This design comes from an exercise in tuning for small area on the open sky130 flow, not from production work.
The RTL was checked by simulation tests, not by an equivalence proof against the original design.
The flow treats the clock pin as an ideal source, which a real chip does not have.
Power is estimated from default activity; no workload was simulated.

==> job 1548: inputs <==
Design graphene_core, start of the top module:
module graphene_core (
    input  wire        clk,
    input  wire        rst,           
    input  wire        rx_valid,
    input  wire [7:0]  rx_data,
    output wire        rx_ready,
    output wire        tx_valid,
    output wire [7:0]  tx_data,
    input  wire        tx_ready,
    output wire        dir,           
    input  wire        sense_in,
    output reg         sense_out,
    output wire        dev_reset,
    output wire        ev_valid,
    output wire [1:0]  ev_kind,       
    output wire [7:0]  ev_time,
    output wire [7:0]  ev_channel,
    output wire [7:0]  ev_id,
    output wire [7:0]  ev_value,
    input  wire        ev_ready,
    input  wire        ans_handled,
    input  wire        ans_reply,
    input  wire [2:0]  ans_len,
    input  wire [31:0] ans_data
);
    localparam [3:0] S_IDLE = 4'b0000,
                     S_DEST = 4'b0001,
                     S_LEN  = 4'b0010,
                     S_CMD  = 4'b0011,
                     S_BN   = 4'b1000,
                     S_EXEC = 4'b1001,
                     S_THDR = 4'b1101,
                     S_TLS  = 4'b1110,
                     S_TB   = 4'b1111;
    localparam [1:0] G_ERR = 2'd0, G_F = 2'd1, G_1 = 2'd2, G_7 = 2'd3;
    function [7:0] add8;
        input [7:0] a;
        input [7:0] b;
        input       ci;
        integer k;
        reg c;
        begin
            c = ci;
            for (k = 0; k < 8; k = k + 1) begin
                add8[k] = a[k] ^ b[k] ^ c;
                c = (a[k] & b[k]) | (c & (a[k] ^ b[k]));
            end
        end
    endfunction
    function [7:0] inc8;
  ...
==> flow/config.mk <==
export PLATFORM = sky130hd
export DESIGN_NAME = graphene_core
export DESIGN_NICKNAME = graphene_core
export VERILOG_FILES = /design/flow/design.v
export SDC_FILE = /design/flow/constraint.sdc
export NUM_CORES = 4
export LEC_CHECK = 0
export CAP_MARGIN = 10
export CORE_MARGIN = 2
export CORE_UTILIZATION = 70
export GPL_TIMING_DRIVEN = 0
export SLEW_MARGIN = 10
==> flow/constraint.sdc <==
create_clock -name core_clock -period 8.0 [get_ports {clk}]
set_input_delay 1.6000 -clock core_clock [delete_from_list [all_inputs] [get_ports {clk}]]
set_output_delay 1.6000 -clock core_clock [all_outputs]
set_load 0.01 [all_outputs]
standard.sh (not shown) runs the stock make flow with config.mk's settings and CLKGATE_MAP_FILE= SYNTH_SCRIPT=/design/flow/synth_recipe.tcl, a recipe that flattens the netlist after the stock synthesis.
==> flow/flow/run.sh <==
#!/bin/bash
# Own layout flow: the standard synthesis, an area re-mapping of its
# combinational logic (registers untouched), then the standard ORFS steps
# with small port buffers and a small clock tree.
set -euo pipefail
W="$(cd "$(dirname "${BASH_SOURCE[0]}")/.." && pwd)"
cd "$W"
R="$W/orfs/results/$FLOW_PLATFORM/graphene_core/base"
LIB="$FLOW_HOME/platforms/$FLOW_PLATFORM/lib/sky130_fd_sc_hd__tt_025C_1v80.lib"

bash standard.sh synth > "$W/log_synth_std.txt" 2>&1
cp "$R/1_2_yosys.v" "$W/std_synth.v"

SEQ=$(grep -oE 'sky130_fd_sc_hd__(df|edf|sdf|sedf|dl)[a-z0-9_]*' "$W/std_synth.v" | sort -u | tr '\n' ' ')
DU=""
for c in $(make -s -C "$FLOW_HOME" DESIGN_CONFIG="$W/config.mk" WORK_HOME="$W/orfs" print-DONT_USE_CELLS 2>/dev/null | sed 's/^DONT_USE_CELLS: *//'); do
  DU="$DU -dont_use $c"
done

cands="q3 q4"
for s in $cands; do
  ( REMAP_LIB="$LIB" REMAP_SEQ="$SEQ" REMAP_IN="$W/std_synth.v" REMAP_TOP="$FLOW_TOP" \
    REMAP_ABC="$W/flow/abc_$s.script" REMAP_DONT_USE="$DU" REMAP_OUT="$W/remap_$s.v" \
    timeout 1200 yosys -c "$W/flow/remap.tcl" > "$W/log_remap_$s.txt" 2>&1 || true ) &
done
wait

best=""
best_area=""
for s in $cands; do
  out="$W/remap_$s.v"
  [[ -f "$out.stat" && -f "$out" ]] || { echo "remap $s failed"; continue; }
  area=$(grep -oE "Chip area for module .*: [0-9.]+" "$out.stat" | awk '{print $NF}')
  echo "remap $s: $area"
  if [[ -n "$area" ]] && { [[ -z "$best_area" ]] || awk "BEGIN{exit !($area < $best_area)}"; }; then
    best="$out"; best_area="$area"
  fi
done
std_area=$(grep -oE "Chip area for module .*: [0-9.]+" "$W/orfs/reports/$FLOW_PLATFORM/graphene_core/base/synth_stat.txt" | awk '{print $NF}')
echo "standard synthesis: $std_area, best remap: $best_area ($best)"
if [[ -n "$best" ]] && awk "BEGIN{exit !($best_area < $std_area)}"; then
  cp "$best" "$R/1_2_yosys.v"
  rm -f "$R/1_synth.odb" "$R/1_synth.sdc"
  bash standard.sh synth > "$W/log_synth_odb.txt" 2>&1
fi

bash standard.sh \
  BUFFER_PORTS_ARGS="-buffer_cell sky130_fd_sc_hd__buf_1" \
  POST_CTS_TCL="$W/flow/post_cts.tcl" \
  CTS_ARGS="-sink_clustering_enable -repair_clock_nets -dont_use_dummy_load -root_buf sky130_fd_sc_hd__clkbuf_8 -buf_list sky130_fd_sc_hd__clkbuf_8" \
  finish > "$W/log_finish.txt" 2>&1
==> flow/flow/abc_q3.script <==
strash
&get -n
&synch2
&deepsyn -I 4 -T 60 -S 3
&put
strash
dch -f
amap
topo
==> flow/flow/abc_q4.script <==
strash
&get -n
&deepsyn -I 4 -T 60 -S 3
&put
strash
dch -f
amap
strash
&get -n
&deepsyn -I 2 -T 60 -S 7
&put
strash
dch -f
amap
topo
==> flow/flow/post_cts.tcl <==
proc my_worst_clk_slew {} {
  set worst 0
  foreach p [get_pins -hierarchical */CLK] {
    foreach rf {rise fall} {
      set s [get_property $p slew_max_$rf]
      if {$s > $worst} { set worst $s }
    }
  }
  return $worst
}
set my_lim 0.105
estimate_parasitics -placement
puts "clock slew before downsizing: [my_worst_clk_slew]"
foreach my_small {sky130_fd_sc_hd__clkbuf_4 sky130_fd_sc_hd__clkbuf_2} {
  foreach inst [get_cells *] {
    set ref [get_property $inst ref_name]
    if {![string match sky130_fd_sc_hd__clkbuf_* $ref]} continue
    if {$ref eq $my_small} continue
    if {[regexp {clkbuf_(\d+)$} $ref -> a] && [regexp {clkbuf_(\d+)$} $my_small -> b] && $b > $a} continue
    set name [get_name $inst]
    replace_cell $inst $my_small
    estimate_parasitics -placement
    if {[my_worst_clk_slew] > $my_lim} {
      replace_cell [get_cells $name] $ref
      estimate_parasitics -placement
    } else {
      puts "clock buffer $name: $ref -> $my_small"
    }
  }
}
puts "clock slew after downsizing: [my_worst_clk_slew]"
Other scripts of this flow, unchanged in this note and not shown: flow/flow/remap.tcl
==> inputs of job 8779, as changes to job 1548 <==
--- a/flow/design.v
+++ b/flow/design.v
@@ -24,16 +24,17 @@
     input  wire [31:0] ans_data
 );
     localparam [3:0] S_IDLE = 4'b0000,
                      S_DEST = 4'b0001,
                      S_LEN  = 4'b0010,
                      S_CMD  = 4'b0011,
                      S_BN   = 4'b1000,
                      S_EXEC = 4'b1001,
+                     S_EVT  = 4'b1010,
                      S_THDR = 4'b1101,
                      S_TLS  = 4'b1110,
                      S_TB   = 4'b1111;
     localparam [1:0] G_ERR = 2'd0, G_F = 2'd1, G_1 = 2'd2, G_7 = 2'd3;
     function [7:0] add8;
         input [7:0] a;
         input [7:0] b;
         input       ci;
@@ -89,25 +90,24 @@
     reg [7:0]  id;
     reg [7:0]  cntr;
     reg [7:0]  sum;
     reg        bcast;
     reg [4:0]  cnt;        
     reg [1:0]  grp;
     reg [2:0]  lo;
     reg [31:0] buf_q;      
-    wire k_event_r = (grp == 2'd3) && lo[2];
     wire st_idle = (state == S_IDLE);
     wire st_dest = (state == S_DEST);
     wire st_len  = (state == S_LEN);
     wire st_cmd  = (state == S_CMD);
     wire st_b    = (state[3:2] == 2'b01);
     wire st_bn   = (state == S_BN);
     wire st_exec = (state == S_EXEC);
-    wire st_evt  = (state == S_EXEC) && k_event_r;
+    wire st_evt  = (state == S_EVT);
     wire in_tx   = (state[3:2] == 2'b11);
     wire st_thdr = (state == S_THDR);
     wire st_tls  = (state == S_TLS);
     wire st_tb   = (state == S_TB);
     wire cnt2    = (cnt == 5'd2);
     wire fill    = st_b && cnt2;                      
     wire rx_st   = !state[3] || st_bn;
     assign rx_ready = rx_st && !fill;
@@ -138,30 +138,37 @@
     wire id_unset = (id == 8'hFF);
     wire rst_ok   = st_exec && k_reset && (body0 == 8'hD9);
     wire asg_ok   = st_exec && k_assign && sense_in && id_unset;
     wire exec_reply = (grp == G_1) || ((grp == G_7) && !lo[2] && !k_incr) ||
                       (k_assign && sense_in && id_unset) || ((grp == G_ERR) && !bcast);
     wire ev_fire  = st_evt && ev_ready;
     wire ev_reply = lo[1] && (ans_handled ? ans_reply : !bcast);
     wire cnt3 = (cnt == 5'd3);
-    wire       t_1    = (grp == G_1) && !lo[2];             
-    wire       t_feat = (grp == G_1) &&  lo[2];             
-    wire       f_89   = cnt[3] && !cnt[2] && !cnt[1];       
-    wire [7:0] rom;
-    assign rom[7] = 1'b0;
-    assign rom[6] = (t_1 && lo[1:0] == 2'd0 && !(cnt[2] && cnt[0])) || (t_feat && f_89);
-    assign rom[5] = (t_1 && lo[1:0] == 2'd2 && cnt[0]) || (t_feat && f_89 && !cnt[0]);
-    assign rom[4] = t_1 && lo[1:0] != 2'd0 && cnt[0];
-    assign rom[3] = t_feat && f_89;
-    assign rom[2] = t_feat && (f_89 || (cnt[2] && cnt[1] && cnt[0]));
-    assign rom[1] = (t_1 && !lo[1] && cnt[1]) || (t_feat && f_89 && cnt[0]);
-    assign rom[0] = t_feat ? (cnt[3] && (cnt[2] || cnt[0])) :
-                    t_1    ? (lo[1:0] == 2'd0 ? !cnt[1] : lo[1:0] == 2'd1 ? 1'b1 : !cnt[0]) :
-                    k_sense && cnt[0] ? sense_in : 1'b1;
+    reg [7:0] rom;
+    always @(*) begin
+        rom = 8'h01;
+        if (grp == G_1) begin
+            case (lo)
+            3'd0: rom = (cnt == 5'd4) ? 8'h41 : cnt3 ? 8'h42 : 8'h01;
+            3'd1: rom = cnt3 ? 8'h13 : 8'h01;
+            3'd2: rom = cnt3 ? 8'h30 : 8'h01;
+            3'd3: rom = cnt3 ? 8'h10 : 8'h01;
+            default: case (cnt)
+                5'd12, 5'd11: rom = 8'h01;
+                5'd9:         rom = 8'h4F;
+                5'd8:         rom = 8'h6C;
+                5'd7:         rom = 8'h04;
+                default:      rom = 8'h00;
+            endcase
+            endcase
+        end else if (k_sense && cnt3) begin
+            rom = {7'd0, sense_in};
+        end
+    end
     wire       dyn_sel = cnt2 || k_ans || (k_cntr && cnt3);
     wire [7:0] dyn     = cnt2 ? sum : k_ans ? buf_q[7:0] : cntr;
     wire       stuff   = st_tb && dyn_sel && (dyn == 8'hE0 || dyn == 8'hD0);
     wire [7:0] status  = (grp == G_ERR) ? {5'd0, lo} : 8'h01;
     reg [7:0] tx_byte;     
     always @(*) begin
         case (state[1:0])
         2'b01:   tx_byte = mark ? 8'h00 : 8'hE0;
@@ -208,55 +215,58 @@
     always @(*) begin
         case (grp)
         G_1:     mlen = (lo == 3'd0) ? 5'd5 : (lo == 3'd4) ? 5'd12 : 5'd4;
         G_F:     mlen = 5'd3;
         G_7:     mlen = (lo == 3'd0) ? 5'd3 : 5'd4;
         default: mlen = 5'd2;
         endcase
     end
-    wire       c_len  = dec && st_len;
-    wire       c_dec  = body_b || tb_body;
-    wire       c_mlen = st_exec && !k_event;
-    wire       c_ans  = ev_fire;
-    wire       c_hold = !(c_len || c_dec || c_mlen || c_ans);
-    always @(posedge clk)
-        cnt <= ({5{c_len}}  & ((len_none || len_ovf) ? 5'd2 : dec_val[4:0])) |
-               ({5{c_dec}}  & dec5(cnt)) |
-               ({5{c_mlen}} & mlen) |
-               ({5{c_ans}}  & ({2'd0, ans_len & {3{ans_handled}}} + 5'd2)) |
-               ({5{c_hold}} & cnt);
-    always @(posedge clk)
+    always @(posedge clk) begin
+        if (dec && st_len)
+            cnt <= (len_none || len_ovf) ? 5'd2 : dec_val[4:0];
+        else if (body_b || tb_body)
+            cnt <= dec5(cnt);
+        else if (st_exec)
+            cnt <= mlen;
+        else if (ev_fire)
+            cnt <= {2'd0, ans_len & {3{ans_handled}}} + 5'd2;
+    end
+    always @(posedge clk) begin
         if (dec && st_dest)
             bcast <= (dec_val == 8'hFF);
-    wire k_cmd = dec && st_cmd;
-    wire k_ovf = dec && st_len && len_ovf;
-    wire k_cse = cs_b && !cs_ok;
-    wire k_unk = ev_fire && !ans_handled;
-    wire k_hold = !(k_cmd || k_ovf || k_cse || k_unk);
-    always @(posedge clk) begin
-        grp <= ({2{k_cmd}} & cgrp) | ({2{k_hold}} & grp);
-        lo  <= ({3{k_cmd}} & ((cgrp == G_ERR) ? 3'd2 : dec_val[2:0])) |
-               ({3{k_ovf}} & 3'd4) | ({3{k_cse}} & 3'd3) | ({3{k_unk}} & 3'd2) |
-               ({3{k_hold}} & lo);
+        if (dec && st_cmd) begin
+            grp <= cgrp;
+            lo  <= (cgrp == G_ERR) ? 3'd2 : dec_val[2:0];
+        end else if (dec && st_len && len_ovf) begin
+            grp <= G_ERR;
+            lo  <= 3'd4;
+        end else if (cs_b && !cs_ok) begin
+            grp <= G_ERR;
+            lo  <= 3'd3;
+        end else if (ev_fire && !ans_handled) begin
+            grp <= G_ERR;
+            lo  <= 3'd2;
+        end
     end
     wire go_next = (dec && st_dest && accept) ||
                    (dec && st_len && !len_ovf) ||
                    (dec && st_cmd) ||
                    (st_b && (fill || dec)) ||
                    (cs_b && cs_ok) ||
+                   (st_exec && k_event) ||
                    ((st_thdr || st_tls) && tx_adv) ||
                    tb_end;
     wire go_thdr = (dec && st_len && len_ovf && !bcast) ||
                    (cs_b && !cs_ok) ||
-                   (st_exec && !k_event && exec_reply) ||
+                   (st_exec && exec_reply) ||
                    (ev_fire && ev_reply);
     wire go_idle = (dec && st_dest && !accept) ||
                    (dec && st_len && len_ovf && bcast) ||
-                   (st_exec && !k_event && !exec_reply) ||
+                   (st_exec && !exec_reply && !k_event) ||
                    (ev_fire && !ev_reply);
     always @(posedge clk) begin
         if (rst)
             state <= S_IDLE;
         else if (syncp)
             state <= S_DEST;
         else if (go_thdr)
             state <= S_THDR;
--- a/flow/flow/run.sh
+++ b/flow/flow/run.sh
@@ -12,17 +12,17 @@
 cp "$R/1_2_yosys.v" "$W/std_synth.v"
 
 SEQ=$(grep -oE 'sky130_fd_sc_hd__(df|edf|sdf|sedf|dl)[a-z0-9_]*' "$W/std_synth.v" | sort -u | tr '\n' ' ')
 DU=""
 for c in $(make -s -C "$FLOW_HOME" DESIGN_CONFIG="$W/config.mk" WORK_HOME="$W/orfs" print-DONT_USE_CELLS 2>/dev/null | sed 's/^DONT_USE_CELLS: *//'); do
   DU="$DU -dont_use $c"
 done
 
-cands="q3 q4"
+cands="b d f h"
 for s in $cands; do
   ( REMAP_LIB="$LIB" REMAP_SEQ="$SEQ" REMAP_IN="$W/std_synth.v" REMAP_TOP="$FLOW_TOP" \
     REMAP_ABC="$W/flow/abc_$s.script" REMAP_DONT_USE="$DU" REMAP_OUT="$W/remap_$s.v" \
     timeout 1200 yosys -c "$W/flow/remap.tcl" > "$W/log_remap_$s.txt" 2>&1 || true ) &
 done
 wait
 
 best=""
@@ -41,11 +41,10 @@
 if [[ -n "$best" ]] && awk "BEGIN{exit !($best_area < $std_area)}"; then
   cp "$best" "$R/1_2_yosys.v"
   rm -f "$R/1_synth.odb" "$R/1_synth.sdc"
   bash standard.sh synth > "$W/log_synth_odb.txt" 2>&1
 fi
 
 bash standard.sh \
   BUFFER_PORTS_ARGS="-buffer_cell sky130_fd_sc_hd__buf_1" \
-  POST_CTS_TCL="$W/flow/post_cts.tcl" \
   CTS_ARGS="-sink_clustering_enable -repair_clock_nets -dont_use_dummy_load -root_buf sky130_fd_sc_hd__clkbuf_8 -buf_list sky130_fd_sc_hd__clkbuf_8" \
   finish > "$W/log_finish.txt" 2>&1
==> flow/flow/abc_b.script (new file) <==
strash
&get -n
&deepsyn -I 4 -T 60
&put
strash
&get -n
&dch -f
&nf -R 1000
&put
topo
==> flow/flow/abc_d.script (new file) <==
strash
&get -n
&deepsyn -I 4 -T 60 -S 7
&put
strash
&get -n
&dch -f
&nf -R 1000
&put
topo
==> flow/flow/abc_f.script (new file) <==
strash
&get -n
&deepsyn -I 4 -T 60
&put
strash
&get -n
&dch -f
&nf -R 1000
&put
strash
&get -n
&dch -f
&nf -R 1000
&put
topo
==> flow/flow/abc_h.script (new file) <==
strash
&get -n
&deepsyn -I 4 -T 60 -S 3
&put
strash
dch -f
amap
topo
CAP_MARGIN = 20   (was 10)
CORE_UTILIZATION = 40   (was 70)
GPL_TIMING_DRIVEN = default   (was 0)
SLEW_MARGIN = 20   (was 10)
removed: flow/flow/abc_q3.script
removed: flow/flow/abc_q4.script
removed: flow/flow/post_cts.tcl
==> inputs of job 3247, as changes to job 1548 <==
--- a/flow/flow/run.sh
+++ b/flow/flow/run.sh
@@ -12,17 +12,17 @@
 cp "$R/1_2_yosys.v" "$W/std_synth.v"
 
 SEQ=$(grep -oE 'sky130_fd_sc_hd__(df|edf|sdf|sedf|dl)[a-z0-9_]*' "$W/std_synth.v" | sort -u | tr '\n' ' ')
 DU=""
 for c in $(make -s -C "$FLOW_HOME" DESIGN_CONFIG="$W/config.mk" WORK_HOME="$W/orfs" print-DONT_USE_CELLS 2>/dev/null | sed 's/^DONT_USE_CELLS: *//'); do
   DU="$DU -dont_use $c"
 done
 
-cands="q3 q4"
+cands="p1 q3 q4 q10"
 for s in $cands; do
   ( REMAP_LIB="$LIB" REMAP_SEQ="$SEQ" REMAP_IN="$W/std_synth.v" REMAP_TOP="$FLOW_TOP" \
     REMAP_ABC="$W/flow/abc_$s.script" REMAP_DONT_USE="$DU" REMAP_OUT="$W/remap_$s.v" \
     timeout 1200 yosys -c "$W/flow/remap.tcl" > "$W/log_remap_$s.txt" 2>&1 || true ) &
 done
 wait
 
 best=""
==> flow/flow/abc_p1.script (new file) <==
strash
&get -n
&deepsyn -I 4 -T 60 -S 3
&put
strash
dch -f
amap
topo
==> flow/flow/abc_q10.script (new file) <==
strash
&get -n
&deepsyn -I 4 -T 60 -S 3
&put
strash
dch -f
amap
strash
&get -n
&deepsyn -I 2 -T 60 -S 7
&put
strash
dch -f
amap
strash
&get -n
&deepsyn -I 2 -T 60 -S 1
&put
strash
dch -f
amap
topo
CORE_UTILIZATION = 75   (was 70)
==> inputs of job 3211, as changes to job 1548 <==
--- a/flow/flow/run.sh
+++ b/flow/flow/run.sh
@@ -12,17 +12,17 @@
 cp "$R/1_2_yosys.v" "$W/std_synth.v"
 
 SEQ=$(grep -oE 'sky130_fd_sc_hd__(df|edf|sdf|sedf|dl)[a-z0-9_]*' "$W/std_synth.v" | sort -u | tr '\n' ' ')
 DU=""
 for c in $(make -s -C "$FLOW_HOME" DESIGN_CONFIG="$W/config.mk" WORK_HOME="$W/orfs" print-DONT_USE_CELLS 2>/dev/null | sed 's/^DONT_USE_CELLS: *//'); do
   DU="$DU -dont_use $c"
 done
 
-cands="q3 q4"
+cands="p1 p2 p3 p4"
 for s in $cands; do
   ( REMAP_LIB="$LIB" REMAP_SEQ="$SEQ" REMAP_IN="$W/std_synth.v" REMAP_TOP="$FLOW_TOP" \
     REMAP_ABC="$W/flow/abc_$s.script" REMAP_DONT_USE="$DU" REMAP_OUT="$W/remap_$s.v" \
     timeout 1200 yosys -c "$W/flow/remap.tcl" > "$W/log_remap_$s.txt" 2>&1 || true ) &
 done
 wait
 
 best=""
==> flow/flow/abc_p1.script (new file) <==
strash
&get -n
&deepsyn -I 4 -T 60 -S 3
&put
strash
dch -f
amap
topo
==> flow/flow/abc_p2.script (new file) <==
strash
&get -n
&deepsyn -I 4 -T 180 -S 3
&put
strash
dch -f
amap
topo
==> flow/flow/abc_p3.script (new file) <==
strash
&get -n
&deepsyn -I 3 -T 120 -S 3
&put
strash
&get -n
&deepsyn -I 3 -T 120 -S 5
&put
strash
dch -f
amap
topo
==> flow/flow/abc_p4.script (new file) <==
strash
&get -n
&deepsyn -I 4 -T 180 -S 3
&put
strash
&get -n
&dch -f
&nf -R 1000
&put
topo
--- a/flow/flow/post_cts.tcl
+++ b/flow/flow/post_cts.tcl
@@ -3,17 +3,17 @@
   foreach p [get_pins -hierarchical */CLK] {
     foreach rf {rise fall} {
       set s [get_property $p slew_max_$rf]
       if {$s > $worst} { set worst $s }
     }
   }
   return $worst
 }
-set my_lim 0.105
+set my_lim 0.112
 estimate_parasitics -placement
 puts "clock slew before downsizing: [my_worst_clk_slew]"
 foreach my_small {sky130_fd_sc_hd__clkbuf_4 sky130_fd_sc_hd__clkbuf_2} {
   foreach inst [get_cells *] {
     set ref [get_property $inst ref_name]
     if {![string match sky130_fd_sc_hd__clkbuf_* $ref]} continue
     if {$ref eq $my_small} continue
     if {[regexp {clkbuf_(\d+)$} $ref -> a] && [regexp {clkbuf_(\d+)$} $my_small -> b] && $b > $a} continue
CORE_UTILIZATION = 65   (was 70)
removed: flow/flow/abc_q3.script
removed: flow/flow/abc_q4.script
==> comparison <==
Job 3247 aborted during global placement (3_3_place_gp). Job 8779 finished with timing, DRC and antenna clean. Job 3211 finished clean. Job 1548 completed with no timing, DRC or antenna violations. Maximum frequency, lowest first: job 8779, job 3211, job 1548. Critical path depth, lowest first: job 1548, job 3211, job 8779. Sequential share of layout area: job 3211 is lower than job 1548 (0.22 points). Cell area, highest first: job 8779, job 3211, job 1548. The lowest global-route usage belongs to job 8779, the highest to job 1548. Combinational power, lowest first: job 8779, job 3211, job 1548. Clock skew: job 1548 > job 3211 > job 8779. In job 1548 the setup slack is higher than in job 8779, by 0.24 ns. Clock power is about the same in job 1548 and job 3211. The highest sequential power belongs to job 1548, the lowest to job 8779.

==> separate check: timing with driven ports <==
How much do the figures lean on ideal ports? The routed layouts below were timed once more, with nothing changed but the port constraints. Step 1: set_driving_cell puts a clkbuf_16 on clk and a buf_2 on each other input, an assumption about the parent block. Step 2 moves the port delays by t, midway between the first and last clock arrival at a register: inputs arrive t later, outputs are due t later. That takes back most of the time a late clock gives input paths. Slacks: ideal / step 1 / step 2; pairs: ideal / step 1.
run	shift t [ns]	slack for setup (ns)	cell pins on the clock port's net
job 1548	0.533	1.767 / 1.738 / 1.803	1
job 8779	0.373	1.527 / 1.527 / 1.527	1
job 3211	0.528	1.719 / 1.719 / 1.682	1
After both steps every run listed still meets setup and hold. The setup slack of job 3211, which loses most, moves by 0.000 ns with the drivers and by -0.037 ns with both steps.
